Context: an optimization exercise on an open-source flow, tuned for small area, a short achievable clock period and few clock cycles per item. The choices shown serve that exercise and are no tape-out recipe. Where RTL was checked, it was by simulation tests only, not by an equivalence proof against the original. The flow treats the clock pin as an ideal source. Dropping or thinning the clock tree relies on that and would not hold on a real chip.

Design uac_rx, start of the top module:
module uac_rx (
    input  wire        clk,
    input  wire        rst,           
    input  wire        in_valid,
    output wire        in_ready,
    input  wire [15:0] in_sample,     
    output reg         frame_done,
    output wire        det,
    output reg         ev_valid,
    output wire [11:0] ev_word
);
For scale: about 1400 cells after synthesis, roughly 120 flip-flops, about 35 I/O pins, roughly 0.012 mm² of cells after synthesis.
clock: 24.0 ns
lec_check: 0
cap_margin: 20
core_margin: 2
core_utilization: 40
cts_buf_list: sky130_fd_sc_hd__clkbuf_8
cts_cluster_size: 30
slew_margin: 20
standard.sh (not shown) runs the stock make flow with config.mk's settings and CLKGATE_MAP_FILE= SYNTH_SCRIPT=/design/flow/synth_recipe.tcl, a recipe that flattens the netlist after the stock synthesis.
==> flow/flow/run.sh <==
#!/bin/bash
# The standard layout, with the port buffers made from buf_2 cells instead of
# the default buffer choice (a slow delay buffer), and timing repair asked to
# leave 18.3 ns of setup slack (the constraints are unchanged).
set -euo pipefail
export BUFFER_PORTS_ARGS="-buffer_cell sky130_fd_sc_hd__buf_2"
export SETUP_SLACK_MARGIN=18.3
bash standard.sh > standard.log 2>&1
The starting point finished with timing, DRC and antenna clean.
==> next run, changes <==
==> flow/flow/run.sh (replaced) <==
#!/bin/bash
# The standard layout, with the port buffers made from buf_4 cells instead of
# the default buffer choice (a slow delay buffer).
set -euo pipefail
export BUFFER_PORTS_ARGS="-buffer_cell sky130_fd_sc_hd__buf_4"
bash standard.sh > standard.log 2>&1
--- a/flow/config.mk
+++ b/flow/config.mk
@@ -11,2 +10,0 @@
-export CTS_BUF_LIST = sky130_fd_sc_hd__clkbuf_8
-export CTS_CLUSTER_SIZE = 30
=>
- The changed run completed with no timing, DRC or antenna violations
- cell count came out lower slightly
- wire length is about the same
- worst setup slack is worse by 690 ps
- non-clock buffer count shrinks by 14
- global-route usage barely changes
- synthesized area is unchanged
- count of clock-buffer cells in the layout came out higher by 3
==> next run, changes <==
==> flow/flow/run.sh (replaced) <==
#!/bin/bash
# The standard layout, with the port buffers made from buf_2 cells instead of
# the default buffer choice (a slow delay buffer), and timing repair asked to
# leave 18.3 ns of setup slack (the constraints are unchanged).
set -euo pipefail
export BUFFER_PORTS_ARGS="-buffer_cell sky130_fd_sc_hd__buf_2"
export SETUP_SLACK_MARGIN=18.3
bash standard.sh > standard.log 2>&1
--- a/flow/config.mk
+++ b/flow/config.mk
@@ -10 +10,3 @@
-export CORE_UTILIZATION = 40
+export CORE_UTILIZATION = 60
+export CTS_BUF_LIST = sky130_fd_sc_hd__clkbuf_8
+export CTS_CLUSTER_SIZE = 30
Sequential cell count is unchanged.
Fmax climbs by 12%.
Cell area decreases by 0.73%.
Synthesized area stays the same.
Routed wire length went down by 4.0%.
==> next run, changes <==
==> flow/flow/run.sh (replaced) <==
#!/bin/bash
# The standard layout, with the port buffers made from buf_4 cells instead of
# the default buffer choice (a slow delay buffer), and timing repair asked to
# leave 18.4 ns of setup slack (the constraints are unchanged).
set -euo pipefail
export BUFFER_PORTS_ARGS="-buffer_cell sky130_fd_sc_hd__buf_4"
export SETUP_SLACK_MARGIN=18.4
bash standard.sh > standard.log 2>&1
--- a/flow/config.mk
+++ b/flow/config.mk
@@ -10,3 +10 @@
-export CORE_UTILIZATION = 60
-export CTS_BUF_LIST = sky130_fd_sc_hd__clkbuf_8
-export CTS_CLUSTER_SIZE = 30
+export CORE_UTILIZATION = 40
Die area increases by well over a third.
Core utilization falls by 21 points.
Critical path depth stays the same.
Final area increases by a few percent.
Function was not checked in any run of this note: the RTL went through the layout flow alone.

* * *

Setup of build 60:
Another version of the RTL of uac_rx (not shown whole).
For scale: roughly 1,200 cells after synthesis, roughly 120 flip-flops, roughly 35 I/O pins, about 11,000 um2 of cells after synthesis.
export LEC_CHECK = 0
export CAP_MARGIN = 20
export CORE_MARGIN = 2
export CORE_UTILIZATION = 55
export PLACE_DENSITY = 0.8
export SLEW_MARGIN = 20
create_clock -name core_clock -period 24.0 [get_ports {clk}]
==> flow/flow/run.sh <==
#!/bin/bash
set -euo pipefail
export SYNTH_ARGS="-noabc"
export BUFFER_PORTS_ARGS="-buffer_cell sky130_fd_sc_hd__buf_2"
export PRE_CTS_TCL="$PWD/flow/man_cts.tcl"
export SETUP_SLACK_MARGIN=18.4
bash standard.sh > standard.log 2>&1
Other scripts of this flow, unchanged in this note and not shown: flow/flow/man_cts.tcl
Build 60: done, clean on timing, DRC and antenna
Testbench counts of build 60, summed over its fixed seeds: cycles 2,465,950, frames 2,400.
Relative to build 60, the following input files were edited for build 25:
Settings: PLACE_DENSITY removed (was 0.8).
Results
From build 60 to build 25 the numbers moved as follows: number of DRC markers after the initial detailed-route iteration has decreased; met2 routing resource usage after global routing has increased; footprint of the flip-flops and latches has decreased; sequential fraction of total cell area has remained practically unchanged. In build 25, the HPWL reported at the end of detailed placement came out about 2.3% above the value in build 60. Compared with build 60, build 25 shows a worst slack at placement that is 0.031 ns lower. Taking build 60 over build 25, the routability-driven placement congestion ratio ratio works out to 1.07. Between build 60 and build 25, the difference in slack of the critical path is negligible. Compare build 60 and build 25 | hold slack lower: build 60. Critical path's slowest cell: sky130_fd_sc_hd__dfxtp_4 -> build 60, sky130_fd_sc_hd__dfxtp_1 -> build 25.
Modified inputs, build 96 compared to build 25
==> flow/flow/run.sh <==
#!/bin/bash
# The standard layout (standard.sh) with four changes to how it is made;
# the design, constraints and clock period are unchanged:
#  - synthesis skips Yosys's early generic ABC pass (SYNTH_ARGS=-noabc), so the
#    generated full-adder tree keeps its structure; registers are unchanged;
#  - port buffers are buf_2 cells instead of the default (a slow delay buffer);
#  - the clock tree is built by flow/man_cts.tcl (run as the CTS step's PRE
#    hook): the clock port drives four clkbuf_8, one per compact quarter of
#    the flip-flops, each driving two clkbuf_16 leaves, instead of TritonCTS's
#    tree;
#  - timing repair aims for 18.5 ns of setup slack instead of 0.
# Every tool's output is in standard.log and in orfs/logs.
set -euo pipefail
export SYNTH_ARGS="-noabc"
export BUFFER_PORTS_ARGS="-buffer_cell sky130_fd_sc_hd__buf_2"
export PRE_CTS_TCL="$PWD/flow/man_cts.tcl"
export SETUP_SLACK_MARGIN=18.5
bash standard.sh > standard.log 2>&1
### Flow results
- In build 96, the area taken by flip-flops and latches came out about 1.5% above the value in build 25.
- As far as synthesized cell count goes, build 25 and build 96 are indistinguishable; the numbers are identical.
- Build 96: setup slack 0.034 ns above build 25
- Per the comparison of build 96 with build 25, cell count went up.
- Total global routing track utilization essentially unchanged between build 96 and build 25.
- Relative to build 25, via count has gone up in build 96.
- Time the worst path needs with I/O delays and setup (build 96 over build 25): decrease, 0.034 ns
- The run with more routed wire is build 96, not build 25.
Input changes introduced in build 16 (baseline for comparison: build 96):
--- a/flow/flow/run.sh
+++ b/flow/flow/run.sh
@@ -9,5 +9,5 @@
 #    the flip-flops, each driving two clkbuf_16 leaves, instead of TritonCTS's
 #    tree;
-#  - timing repair aims for 18.5 ns of setup slack instead of 0.
+#  - timing repair aims for 18.3 ns of setup slack instead of 0.
 # Every tool's output is in standard.log and in orfs/logs.
 set -euo pipefail
@@ -15,4 +15,4 @@
 export BUFFER_PORTS_ARGS="-buffer_cell sky130_fd_sc_hd__buf_2"
 export PRE_CTS_TCL="$PWD/flow/man_cts.tcl"
-export SETUP_SLACK_MARGIN=18.5
+export SETUP_SLACK_MARGIN=18.3
 bash standard.sh > standard.log 2>&1
==> comparison <==
Build 16 vs. build 96: share of the clock period used by the worst path went up by 0.40 points. Delta(met1 usage, build 16 - build 96) < 0. Multi-input logic area (build 16 over build 96): decrease, 0.47%.
Edits applied to the flow inputs when going from build 16 to build 28:
Settings: setting PLACE_DENSITY to 0.8 for the first time; setting ABC_AREA to 1 for the first time.
==> flow/flow/run.sh <==
#!/bin/bash
set -euo pipefail
export SYNTH_ARGS="-noabc"
export BUFFER_PORTS_ARGS="-buffer_cell sky130_fd_sc_hd__buf_2"
export PRE_CTS_TCL="$PWD/flow/man_cts.tcl"
export SETUP_SLACK_MARGIN=18.4
bash standard.sh > standard.log 2>&1
### Flow results
Build 28 has completed all stages; timing, DRC and antenna checks passed.
In the flow results for build 28 and build 16, the peak clock frequency supported by timing is larger on build 28.
Comparing core region area for build 28 and build 16, the smaller number came from build 16.
Comparing build 28 against build 16, there is no change at all in number of register bits inferred by synthesis.
The following lists how build 49 was set up differently from build 28:
Settings: a deleted PLACE_DENSITY that had been 0.8.
## What came out
- Build 49 completed; timing, DRC and antenna clean
- Number of inserted diodes: build 28 vs build 49 identical
- Between build 49 and build 28, starting DRC count in detailed routing is lower for build 49, build 28 comes in above that.
- Final critical-path setup slack, build 49 and build 28: lower on build 28
In every run of this note, the design's own scripts or RTL, not TritonCTS, make the clock network.

* * *

== build 26 ==
Another version of the RTL of uac_rx (not shown whole).
Size in the first run: about 35 I/O pins.
clock: 24.0 ns
lec_check: 0
cap_margin: 20
core_margin: 2
core_utilization: 40
cts_buf_list: sky130_fd_sc_hd__clkbuf_8
slew_margin: 20
==> flow/flow/run.sh <==
#!/bin/bash
# The standard layout (standard.sh) with three changes to how it is made;
# the design, constraints and clock period are unchanged:
#  - synthesis skips Yosys's early generic ABC pass (SYNTH_ARGS=-noabc), so the
#    generated full-adder tree keeps its structure; registers are unchanged;
#  - port buffers are buf_2 cells instead of the default (a slow delay buffer);
#  - timing repair aims for 18.2 ns of setup slack instead of 0.
# Every tool's output is in standard.log and in orfs/logs.
set -euo pipefail
export SYNTH_ARGS="-noabc"
export BUFFER_PORTS_ARGS="-buffer_cell sky130_fd_sc_hd__buf_2"
export SETUP_SLACK_MARGIN=18.2
bash standard.sh > standard.log 2>&1
Build 26 reached the end of the flow, and the finished layout is clean on the timing, design-rule and antenna checks.
The following lists how build 65 was set up differently from build 26:
# build 26
export LEC_CHECK = 0
export CAP_MARGIN = 20
export CORE_MARGIN = 2
export CORE_UTILIZATION = 40
export CTS_BUF_LIST = sky130_fd_sc_hd__clkbuf_8
export SLEW_MARGIN = 20
create_clock -name core_clock -period 24.0 [get_ports {clk}]
# build 65
export LEC_CHECK = 0
export CAP_MARGIN = 20
export CORE_MARGIN = 2
export CORE_UTILIZATION = 40
export SLEW_MARGIN = 20
create_clock -name core_clock -period 24.0 [get_ports {clk}]
==> flow/flow/run.sh <==
#!/bin/bash
# The standard layout (standard.sh) with four changes to how it is made;
# the design, constraints and clock period are unchanged:
#  - synthesis skips Yosys's early generic ABC pass (SYNTH_ARGS=-noabc), so the
#    generated full-adder tree keeps its structure; registers are unchanged;
#  - port buffers are buf_2 cells instead of the default (a slow delay buffer);
#  - the clock tree is built by flow/man_cts.tcl (run as the CTS step's PRE
#    hook): the clock port drives four clkbuf_16, one per quarter of the
#    flip-flops, instead of TritonCTS's two-level tree;
#  - timing repair aims for 18.5 ns of setup slack instead of 0.
# Every tool's output is in standard.log and in orfs/logs.
set -euo pipefail
export SYNTH_ARGS="-noabc"
export BUFFER_PORTS_ARGS="-buffer_cell sky130_fd_sc_hd__buf_2"
export PRE_CTS_TCL="$PWD/flow/man_cts.tcl"
export SETUP_SLACK_MARGIN=18.5
bash standard.sh > standard.log 2>&1
==> flow/flow/man_cts.tcl (new file) <==
set NB 4
set buf_master [[ord::get_db] findMaster sky130_fd_sc_hd__clkbuf_16]
set block [ord::get_db_block]
set clk_net [$block findNet clk]
set sinks {}
foreach it [$clk_net getITerms] {
  set inst [$it getInst]
  set loc [$inst getLocation]
  lappend sinks [list $it [lindex $loc 0] [lindex $loc 1]]
}
puts "flow/man_cts.tcl: [llength $sinks] clock sinks"
set sx [lsort -integer -index 1 $sinks]
set n [llength $sx]
set h [expr {$n / 2}]
set groups {}
foreach half [list [lrange $sx 0 [expr {$h - 1}]] [lrange $sx $h end]] {
  set sy [lsort -integer -index 2 $half]
  set m [llength $sy]
  set k [expr {$NB / 2}]
  for {set g 0} {$g < $k} {incr g} {
    set a [expr {$g * $m / $k}]
    set b [expr {($g + 1) * $m / $k - 1}]
    lappend groups [lrange $sy $a $b]
  }
}
set gi 0
foreach grp $groups {
  set sxs 0
  set sys 0
  foreach s $grp {
    incr sxs [lindex $s 1]
    incr sys [lindex $s 2]
  }
  set cx [expr {$sxs / [llength $grp]}]
  set cy [expr {$sys / [llength $grp]}]
  set bi [odb::dbInst_create $block $buf_master "clkbuf_man_$gi"]
  $bi setLocation $cx $cy
  $bi setPlacementStatus PLACED
  set nn [odb::dbNet_create $block "clknet_man_$gi"]
  $nn setSigType CLOCK
  [$bi findITerm A] connect $clk_net
  [$bi findITerm X] connect $nn
  foreach s $grp {
    set it [lindex $s 0]
    $it disconnect
    $it connect $nn
  }
  puts "flow/man_cts.tcl: clkbuf_man_$gi at ($cx, $cy) drives [llength $grp] clock pins"
  incr gi
}
set_propagated_clock [all_clocks]
# the tree is built: make the flow's TritonCTS call a no-op
rename clock_tree_synthesis ""
proc clock_tree_synthesis { args } {
  puts "flow/man_cts.tcl: clock tree built by hand, TritonCTS skipped"
}
Notes after the runs:
Met3 track demand over resource: build 65 vs build 26 down 3.1 points. The run with more setup slack is build 65; build 26 has less. Summary of build 65 over build 26: count of buffer and inverter cells on the critical path grew by 1. For build 65, the start point of the critical path was rdy, unlike build 26, where it was win[0].
What build 1 does differently from build 65 at the input level:
# build 65
export LEC_CHECK = 0
export CAP_MARGIN = 20
export CORE_MARGIN = 2
export CORE_UTILIZATION = 40
export SLEW_MARGIN = 20
create_clock -name core_clock -period 24.0 [get_ports {clk}]
# build 1
export LEC_CHECK = 0
export CAP_MARGIN = 20
export CORE_MARGIN = 2
export CORE_UTILIZATION = 40
export CTS_BUF_LIST = sky130_fd_sc_hd__clkbuf_8
export SLEW_MARGIN = 20
create_clock -name core_clock -period 24.0 [get_ports {clk}]
==> flow/flow/run.sh <==
#!/bin/bash
# The standard layout (standard.sh) with three changes to how it is made;
# the design, constraints and clock period are unchanged:
#  - synthesis skips Yosys's early generic ABC pass (SYNTH_ARGS=-noabc), so the
#    generated full-adder tree keeps its structure; registers are unchanged;
#  - port buffers are buf_2 cells instead of the default (a slow delay buffer);
#  - timing repair aims for 18.3 ns of setup slack instead of 0.
# Every tool's output is in standard.log and in orfs/logs.
set -euo pipefail
export SYNTH_ARGS="-noabc"
export BUFFER_PORTS_ARGS="-buffer_cell sky130_fd_sc_hd__buf_2"
export SETUP_SLACK_MARGIN=18.3
bash standard.sh > standard.log 2>&1
removed: flow/flow/man_cts.tcl
Findings:
Build 1: PASS, flow complete, no timing, DRC or antenna violations
Via-per-instance ratio: build 1 vs build 65 down about 2.5%
Build 1 vs build 65, clock latency on the worst-skew pair went up by 280 ps.
Comparing the two runs side by side, build 1 comes out ahead of build 65 on detailed-placement wirelength estimate.
Looking at quantity of gates resized following cts, build 1 sits 14 above build 65.
Comparing build 1 and build 65, largest incremental delay on the critical path is higher on build 65.
Delta(fraction of area in registers, build 1 - build 65) < 0
Across both runs, final worst-path cycle share was higher for build 1 than for build 65.
Against build 65 as the reference, build 1 delivers a higher met3 track utilization from global routing.
No functional check of the RTL was part of any run of this note. The clock cells of build 65 come from the design's own scripts or RTL, not from TritonCTS.

* * *

uac_rx, a different RTL version from the one above (not shown whole).
For scale: ~1200 cells after synthesis, roughly 120 flip-flops, about 35 I/O pins, ~0.011 mm² of cells after synthesis.
Settings: LEC_CHECK=0, CAP_MARGIN=20, CORE_MARGIN=2, CORE_UTILIZATION=55, SLEW_MARGIN=20; clock period 24.0 ns.
==> flow/flow/run.sh <==
#!/bin/bash
# The standard layout (standard.sh) with four changes to how it is made;
# the design, constraints and clock period are unchanged:
#  - synthesis skips Yosys's early generic ABC pass (SYNTH_ARGS=-noabc), so the
#    generated full-adder tree keeps its structure; registers are unchanged;
#  - port buffers are buf_2 cells instead of the default (a slow delay buffer);
#  - the clock tree is built by flow/man_cts.tcl (run as the CTS step's PRE
#    hook): the clock port drives four clkbuf_16, one per quarter of the
#    flip-flops, instead of TritonCTS's two-level tree;
#  - timing repair aims for 18.5 ns of setup slack instead of 0.
# Every tool's output is in standard.log and in orfs/logs.
set -euo pipefail
export SYNTH_ARGS="-noabc"
export BUFFER_PORTS_ARGS="-buffer_cell sky130_fd_sc_hd__buf_2"
export PRE_CTS_TCL="$PWD/flow/man_cts.tcl"
export SETUP_SLACK_MARGIN=18.5
bash standard.sh > standard.log 2>&1
==> flow/flow/man_cts.tcl <==
set buf_master [[ord::get_db] findMaster sky130_fd_sc_hd__clkbuf_16]
set block [ord::get_db_block]
set clk_net [$block findNet clk]
set sinks {}
foreach it [$clk_net getITerms] {
  set inst [$it getInst]
  set box [$inst getBBox]
  lappend sinks [list $it [expr {([$box xMin] + [$box xMax]) / 2}] [expr {([$box yMin] + [$box yMax]) / 2}]]
}
puts "flow/man_cts.tcl: [llength $sinks] clock sinks"
set sx [lsort -integer -index 1 $sinks]
set n [llength $sx]
set h [expr {$n / 2}]
set groups {}
foreach half [list [lrange $sx 0 [expr {$h - 1}]] [lrange $sx $h end]] {
  set sy [lsort -integer -index 2 $half]
  set m [llength $sy]
  set hm [expr {$m / 2}]
  lappend groups [lrange $sy 0 [expr {$hm - 1}]] [lrange $sy $hm end]
}
set gi 0
foreach grp $groups {
  set x0 1e12; set x1 -1e12; set y0 1e12; set y1 -1e12
  foreach s $grp {
    set x [lindex $s 1]; set y [lindex $s 2]
    if {$x < $x0} { set x0 $x }
    if {$x > $x1} { set x1 $x }
    if {$y < $y0} { set y0 $y }
    if {$y > $y1} { set y1 $y }
  }
  set cx [expr {int(($x0 + $x1) / 2)}]
  set cy [expr {int(($y0 + $y1) / 2)}]
  set bi [odb::dbInst_create $block $buf_master "clkbuf_man_$gi"]
  $bi setLocation $cx $cy
  $bi setPlacementStatus PLACED
  set nn [odb::dbNet_create $block "clknet_man_$gi"]
  $nn setSigType CLOCK
  [$bi findITerm A] connect $clk_net
  [$bi findITerm X] connect $nn
  foreach s $grp {
    set it [lindex $s 0]
    $it disconnect
    $it connect $nn
  }
  puts "flow/man_cts.tcl: clkbuf_man_$gi at ($cx, $cy) drives [llength $grp] clock pins"
  incr gi
}
set_propagated_clock [all_clocks]
# the tree is built: make the flow's TritonCTS call a no-op
rename clock_tree_synthesis ""
proc clock_tree_synthesis { args } {
  puts "flow/man_cts.tcl: clock tree built by hand, TritonCTS skipped"
}
Then changed:
--- a/flow/flow/run.sh
+++ b/flow/flow/run.sh
@@ -7,6 +7,6 @@
 #  - the clock tree is built by flow/man_cts.tcl (run as the CTS step's PRE
 #    hook): the clock port drives four clkbuf_16, one per quarter of the
-#    flip-flops, instead of TritonCTS's two-level tree;
-#  - timing repair aims for 18.5 ns of setup slack instead of 0.
+#    flip-flops, each driving two clkbuf_16 leaves, instead of TritonCTS's tree;
+#  - timing repair aims for 18.4 ns of setup slack instead of 0.
 # Every tool's output is in standard.log and in orfs/logs.
 set -euo pipefail
@@ -14,4 +14,4 @@
 export BUFFER_PORTS_ARGS="-buffer_cell sky130_fd_sc_hd__buf_2"
 export PRE_CTS_TCL="$PWD/flow/man_cts.tcl"
-export SETUP_SLACK_MARGIN=18.5
+export SETUP_SLACK_MARGIN=18.4
 bash standard.sh > standard.log 2>&1
==> flow/flow/man_cts.tcl (replaced) <==
set buf_master [[ord::get_db] findMaster sky130_fd_sc_hd__clkbuf_16]
set block [ord::get_db_block]
set clk_net [$block findNet clk]
set sinks {}
foreach it [$clk_net getITerms] {
  set inst [$it getInst]
  set box [$inst getBBox]
  lappend sinks [list $it [expr {([$box xMin] + [$box xMax]) / 2}] [expr {([$box yMin] + [$box yMax]) / 2}]]
}
puts "flow/man_cts.tcl: [llength $sinks] clock sinks"
proc split2 { items idx } {
  set s [lsort -integer -index $idx $items]
  set h [expr {[llength $s] / 2}]
  return [list [lrange $s 0 [expr {$h - 1}]] [lrange $s $h end]]
}
proc bbox_center { items } {
  set x0 1e12; set x1 -1e12; set y0 1e12; set y1 -1e12
  foreach s $items {
    set x [lindex $s 1]; set y [lindex $s 2]
    if {$x < $x0} { set x0 $x }
    if {$x > $x1} { set x1 $x }
    if {$y < $y0} { set y0 $y }
    if {$y > $y1} { set y1 $y }
  }
  return [list [expr {int(($x0 + $x1) / 2)}] [expr {int(($y0 + $y1) / 2)}]]
}
proc add_buf { block master name net_in net_out_name xy } {
  set bi [odb::dbInst_create $block $master $name]
  $bi setLocation [lindex $xy 0] [lindex $xy 1]
  $bi setPlacementStatus PLACED
  set nn [odb::dbNet_create $block $net_out_name]
  $nn setSigType CLOCK
  [$bi findITerm A] connect $net_in
  [$bi findITerm X] connect $nn
  return $nn
}
set quarters {}
foreach half [split2 $sinks 1] {
  foreach q [split2 $half 2] { lappend quarters $q }
}
set qi 0
foreach q $quarters {
  set n1 [add_buf $block $buf_master "clkbuf_man_$qi" $clk_net "clknet_man_$qi" [bbox_center $q]]
  set li 0
  foreach leaf [split2 $q 1] {
    set n2 [add_buf $block $buf_master "clkbuf_man_${qi}_$li" $n1 "clknet_man_${qi}_$li" [bbox_center $leaf]]
    foreach s $leaf {
      set it [lindex $s 0]
      $it disconnect
      $it connect $n2
    }
    puts "flow/man_cts.tcl: clkbuf_man_${qi}_$li drives [llength $leaf] clock pins"
    incr li
  }
  incr qi
}
set_propagated_clock [all_clocks]
# the tree is built: make the flow's TritonCTS call a no-op
rename clock_tree_synthesis ""
proc clock_tree_synthesis { args } {
  puts "flow/man_cts.tcl: clock tree built by hand, TritonCTS skipped"
}
Design area goes up by 1.5%.
Global-route usage is about the same.
Hold slack loses 0.010 ns.
First-iteration DRC count is lower by 25%.
No functional check of the RTL was part of any run of this note. In every run of this note, the design's own scripts or RTL, not TritonCTS, make the clock network.

## what the ideal ports hide
Ports are ideal in the flow. The routed layouts listed here were re-timed in OpenROAD.
Step 1 (the two cells are an assumption about what drives the block):
set clk [get_ports {clk}]
set_driving_cell -lib_cell sky130_fd_sc_hd__clkbuf_16 $clk
set_driving_cell -lib_cell sky130_fd_sc_hd__buf_2 [delete_from_list [all_inputs] $clk]
Step 2, shift: input delay + t, output delay - t, t = (earliest + latest rising clock arrival at the registers) / 2. This alone moves slack from input paths to output paths.
Slacks: ideal / step 1 / step 2; pairs: ideal / step 1.
run | t, ns | setup slack, ns | hold slack, ns
the first run of note 1 | 0.504 | 18.265 / 18.216 / 18.289 | 0.477 / 0.477 / 0.477
the second run of note 1 | 0.481 | 17.571 / 17.522 / 17.882 | 0.452 / 0.452 / 0.452
the third run of note 1 | 0.512 | 18.264 / 18.220 / 18.271 | 0.469 / 0.469 / 0.469
the fourth run of note 1 | 0.482 | 18.297 / 18.247 / 18.293 | 0.457 / 0.457 / 0.457
build 60 | 0.352 | 18.428 / 18.354 / 18.266 | 0.449 / 0.449 / 0.449
build 25 | 0.368 | 18.427 / 18.349 / 18.251 | 0.453 / 0.453 / 0.453
build 96 | 0.354 | 18.461 / 18.393 / 18.311 | 0.462 / 0.462 / 0.462
build 16 | 0.365 | 18.366 / 18.287 / 18.299 | 0.459 / 0.459 / 0.459
build 28 | 0.355 | 18.421 / 18.352 / 18.415 | 0.464 / 0.464 / 0.464
build 49 | 0.356 | 18.429 / 18.358 / 18.369 | 0.466 / 0.466 / 0.466
build 26 | 0.504 | 18.255 / 18.217 / 18.323 | 0.454 / 0.454 / 0.454
build 65 | 0.271 | 18.441 / 18.347 / 18.421 | 0.464 / 0.464 / 0.464
build 1 | 0.504 | 18.274 / 18.235 / 18.319 | 0.460 / 0.460 / 0.460
the first run of note 4 | 0.266 | 18.444 / 18.348 / 18.439 | 0.466 / 0.466 / 0.466
the second run of note 4 | 0.355 | 18.361 / 18.272 / 18.294 | 0.456 / 0.456 / 0.456
After both steps every run listed still meets setup and hold. For build 25, which loses most, drivers alone change the setup slack by -0.078 ns; drivers and shift together by -0.176 ns.
